Source: an optimization exercise on an open RTL-to-GDS flow (aim: small area, a short achievable clock period and few clock cycles). Production flows keep margins and buffers that such runs may drop.
Only simulation tests tie the RTL to the original design; equivalence was not proved.
No activity file was given, so power comes from the tool's default toggle rates.

==> flow/design.v (excerpt) <==
module gbgr_calc (
    input  wire        clk,
    input  wire        rst,           
    input  wire        start,         
    input  wire        op,            
    input  wire [1:0]  cadence_sel,   
    input  wire        fs_wr,
    input  wire        f0_wr,
    input  wire        f1_wr,
    input  wire        pps_wr,
    input  wire        period_wr,
    input  wire        defp_wr,
    input  wire [63:0] fs,
    input  wire [63:0] f0,
    input  wire [63:0] f1,
    input  wire [63:0] pps,
    input  wire [63:0] period,
    input  wire [63:0] defp,
    output wire        busy,
    output reg         done,
    output reg         ok,
    output reg         err_config,
    output reg         err_invalid,
    output reg         err_range,
    output wire [31:0] ftw0,
    output wire [31:0] ftw1,
    output wire [63:0] period_res,
    output wire [63:0] s2s
);
    localparam integer K   = 2;                     
    localparam integer NF  = (56 + K - 1) / K;      
    localparam integer SF  = NF * K;                
    localparam integer NM  = (53 + K - 1) / K;      
    localparam integer THI = 116 - NM * K - K;      
    localparam integer PLO = THI - 53;              
    localparam [4:0] S_IDLE  = 5'd0,
                     S_DIV   = 5'd1,
                     S_FIN   = 5'd2,
                     S_NORMD = 5'd3,
                     S_NORMR = 5'd4,
                     S_RQ1   = 5'd5,
                     S_SUBN  = 5'd6,
                     S_RQ2   = 5'd7,
                     S_TSH   = 5'd8,
                     S_TFIN  = 5'd9,
                     S_PENC  = 5'd10,
                     S_NORMM = 5'd11,
                     S_MUL   = 5'd12,
                     S_PRND  = 5'd13,
                     S_PSH   = 5'd14,
                     S_PFIN  = 5'd15,
                     S_PREP  = 5'd16;
    function f_zero;
        input [63:0] w;
        f_zero = (w[62:0] == 63'd0);
    endfunction
    function f_finite;
        input [63:0] w;
        f_finite = (w[62:52] != 11'h7FF);
    endfunction
    function f_nan;
        input [63:0] w;
        f_nan = (w[62:52] == 11'h7FF) && (w[51:0] != 52'd0);
    endfunction
    function f_pos;
        input [63:0] w;
        f_pos = !w[63] && !f_zero(w) && !f_nan(w);
    endfunction
    function f_inf;
        input [63:0] w;
  ...
Size in the first run: roughly 7000 cells after synthesis, about 590 I/O pins.
export LEC_CHECK = 0
export CAP_MARGIN = 20
export CORE_MARGIN = 2
export CORE_UTILIZATION = 40
export PLACE_DENSITY = 0.6
export SLEW_MARGIN = 20
create_clock -name core_clock -period 18.0 [get_ports {clk}]
run.sh (not shown) runs the stock make flow with config.mk's settings and CLKGATE_MAP_FILE= SYNTH_SCRIPT=/design/flow/synth_recipe.tcl, a recipe that flattens the netlist after the stock synthesis.
The first run ran to the end with no violations.
Testbench counts at the start, summed over its fixed seeds: cycles 148,624.
Next try:
--- a/flow/design.v
+++ b/flow/design.v
@@ -173,28 +173,27 @@
     wire signed [12:0] ld_tot = ld_ph[0] ? tot_f1 : tot_f0;
     wire               ld_tv  = ld_ph[0] ? triv_f1 : triv_f0;
     wire               ld_bg  = ld_ph[0] ? big_f1 : big_f0;
     wire [10:0]        bx_dv  = f_bexp(dvin);
     wire               ld_pad = !ld_full && (state != S_IDLE) &&
                                 (ld_ph[0] ? e0_f1[0] : e0_f0[0]);
     wire [52:0]        ld_sig = (ld_ph == 2'd2) ? {1'b1, 52'd0} : f_sig(fsel_w);
     wire [63:0]        ld_r   = {1'b0, ld_sig, 10'd0} >> ld_pad;
     wire               ld_z   = (state == S_IDLE) ? f_zero(f0) :
                                 (ld_ph != 2'd2) && (ld_ph[0] ? fz1 : fz0);
     wire [31:0] fq_k   = Q[32:1];
     wire        fq_g   = Q[0];
-    reg  [6:0]  rtop;                                
-    wire [7:0]  fq_rt  = {1'b0, rtop};               
+    wire [7:0]  fq_rt  = {1'b0, R[63:57]};           
     wire [7:0]  fq_d7  = {1'b0, d_true[52:46]};      
-    wire        fq_bad = fq_g ? (rtop[6:1] == 6'd0) : (fq_rt + 8'd3 > fq_d7);
+    wire        fq_bad = fq_g ? (R[63:58] == 6'd0) : (fq_rt + 8'd3 > fq_d7);
     wire        fq_s   = pph ? sg1 : sg0;
     wire        sl_r   = g & (st | R[0]);
     wire        sl_s   = ph[0] ? sg1 : sg0;
     wire        ftw_fast = pend;
     wire [31:0] ftw_k  = ftw_fast ? fq_k : R[31:0];
     wire        ftw_r  = ftw_fast ? fq_g : sl_r;
     wire        ftw_sg = ftw_fast ? fq_s : sl_s;
     wire [31:0] ftw_v  = (ftw_k ^ {32{ftw_sg}}) + {31'd0, ftw_r ^ ftw_sg};
     wire        lead   = Q[SF-1];
     wire [52:0] fm_m   = lead ? Q[SF-1:SF-53] : Q[SF-2:SF-54];
     wire        fm_rb  = lead ? Q[SF-54] : Q[SF-55];
     reg         fm_st;
@@ -299,26 +298,25 @@
             end
         end else begin
             inc_vec[0] = sh_g & (sh_st | sh_r[0]);
         end
     end
     always @(*) begin
         ld_ph   = 2'd0;
         ld_full = 1'b0;
         case (state)
             S_IDLE:  begin ld_ph = 2'd0; ld_full = 1'b0; end
             S_PREP:  begin ld_ph = op_r ? 2'd2 : 2'd0; ld_full = op_r; end
             S_DIV:   begin
-                if (pend && fq_bad)        begin ld_ph = {1'b0, pph}; ld_full = 1'b1; end
-                else if (first && !c_triv) begin ld_ph = ph; ld_full = 1'b1; end
+                if (first && !c_triv) begin ld_ph = ph; ld_full = 1'b1; end
                 else                       begin ld_ph = 2'd1; ld_full = 1'b0; end
             end
             S_FIN:   begin
                 if (pend && fq_bad) begin ld_ph = {1'b0, pph}; ld_full = 1'b1; end
                 else                begin ld_ph = 2'd1; ld_full = 1'b0; end
             end
             S_NORMD: begin ld_ph = ph; ld_full = (ph == 2'd2); end
             S_TFIN:  begin ld_ph = 2'd1; ld_full = 1'b0; end
             default: begin ld_ph = ph; ld_full = full; end
         endcase
     end
     reg [4:0] ns;
@@ -452,47 +450,41 @@
                         rsel = RS_SH;
                         ex <= ex - 13'sd1;
                     end else begin
                         ns = S_DIV;
                     end
                 end
                 S_DIV: begin
                     if (d3v) begin
                         rsel = RS_DIV;
                         qsel = first ? QS_DIV0 : QS_DIV;
                         cnt <= cnt - 8'sd1;
                         first <= 1'b0;
-                        rtop <= r_out[61:55];
-                        if (pend && fq_bad) begin
-                            do_load;
-                        end else if (first && c_triv) begin
+                        if (first && c_triv) begin
                             if (ph[0]) begin
                                 blo = BS_ZERO;
                                 ns = S_FIN;
                             end else begin
                                 bhi = BS_ZERO;
                                 do_load;           
                             end
                         end else if (first && c_big) begin
                             do_load;               
                         end else if (cnt == 8'sd0) begin
                             if (full) begin
                                 ns = S_RQ1;
                             end else begin
                                 pend <= 1'b1;
                                 pph  <= ph[0];
-                                if (ph[0])
-                                    ns = S_FIN;
-                                else
-                                    do_load;       
+                                ns = S_FIN;
                             end
                         end
                     end
                 end
                 S_FIN: begin
                     if (pend && fq_bad)
                         do_load;               
                     else if (pend && !pph)
                         do_load;               
                     else
                         finish(1'b1, 1'b0, 1'b0, 1'b0);
                 end
What happened: The new run ran to the end with no violations; setup slack improved by 110 ps; power is lower by 6.0%; via count is lower by 3.9%; wire length is lower by 5.3%; cell count is lower by 1.2%; global-route usage is lower by 0.86 points.
Testbench counts after the change, summed over its fixed seeds: cycles 150,584.

separate check: timing with driven ports:
The results above use ideal ports. As a check the final layouts listed here were re-extracted and re-timed, cells and wires unchanged. Step 1 sets driving cells, clkbuf_16 on the clock port and buf_2 on the other inputs (assumed; they add their load-dependent delay and slew). Step 2, shift: input delay + t, output delay - t, t = (earliest + latest rising clock arrival at the registers) / 2. This alone moves slack from input paths to output paths. Slacks: ideal / step 1 / step 2; pairs: ideal / step 1.
run	shift t [ns]	setup WS [ns]	worst setup path after step 2	cell pins on the clock port's net
the first run	0.806	10.897 / 10.897 / 10.897	register to register	1
the second run	0.809	11.011 / 11.011 / 10.928	input to register	1
After both steps every run listed still meets setup and hold. The setup slack of the second run, which loses most, moves by 0.000 ns with the drivers and by -0.083 ns with both steps.
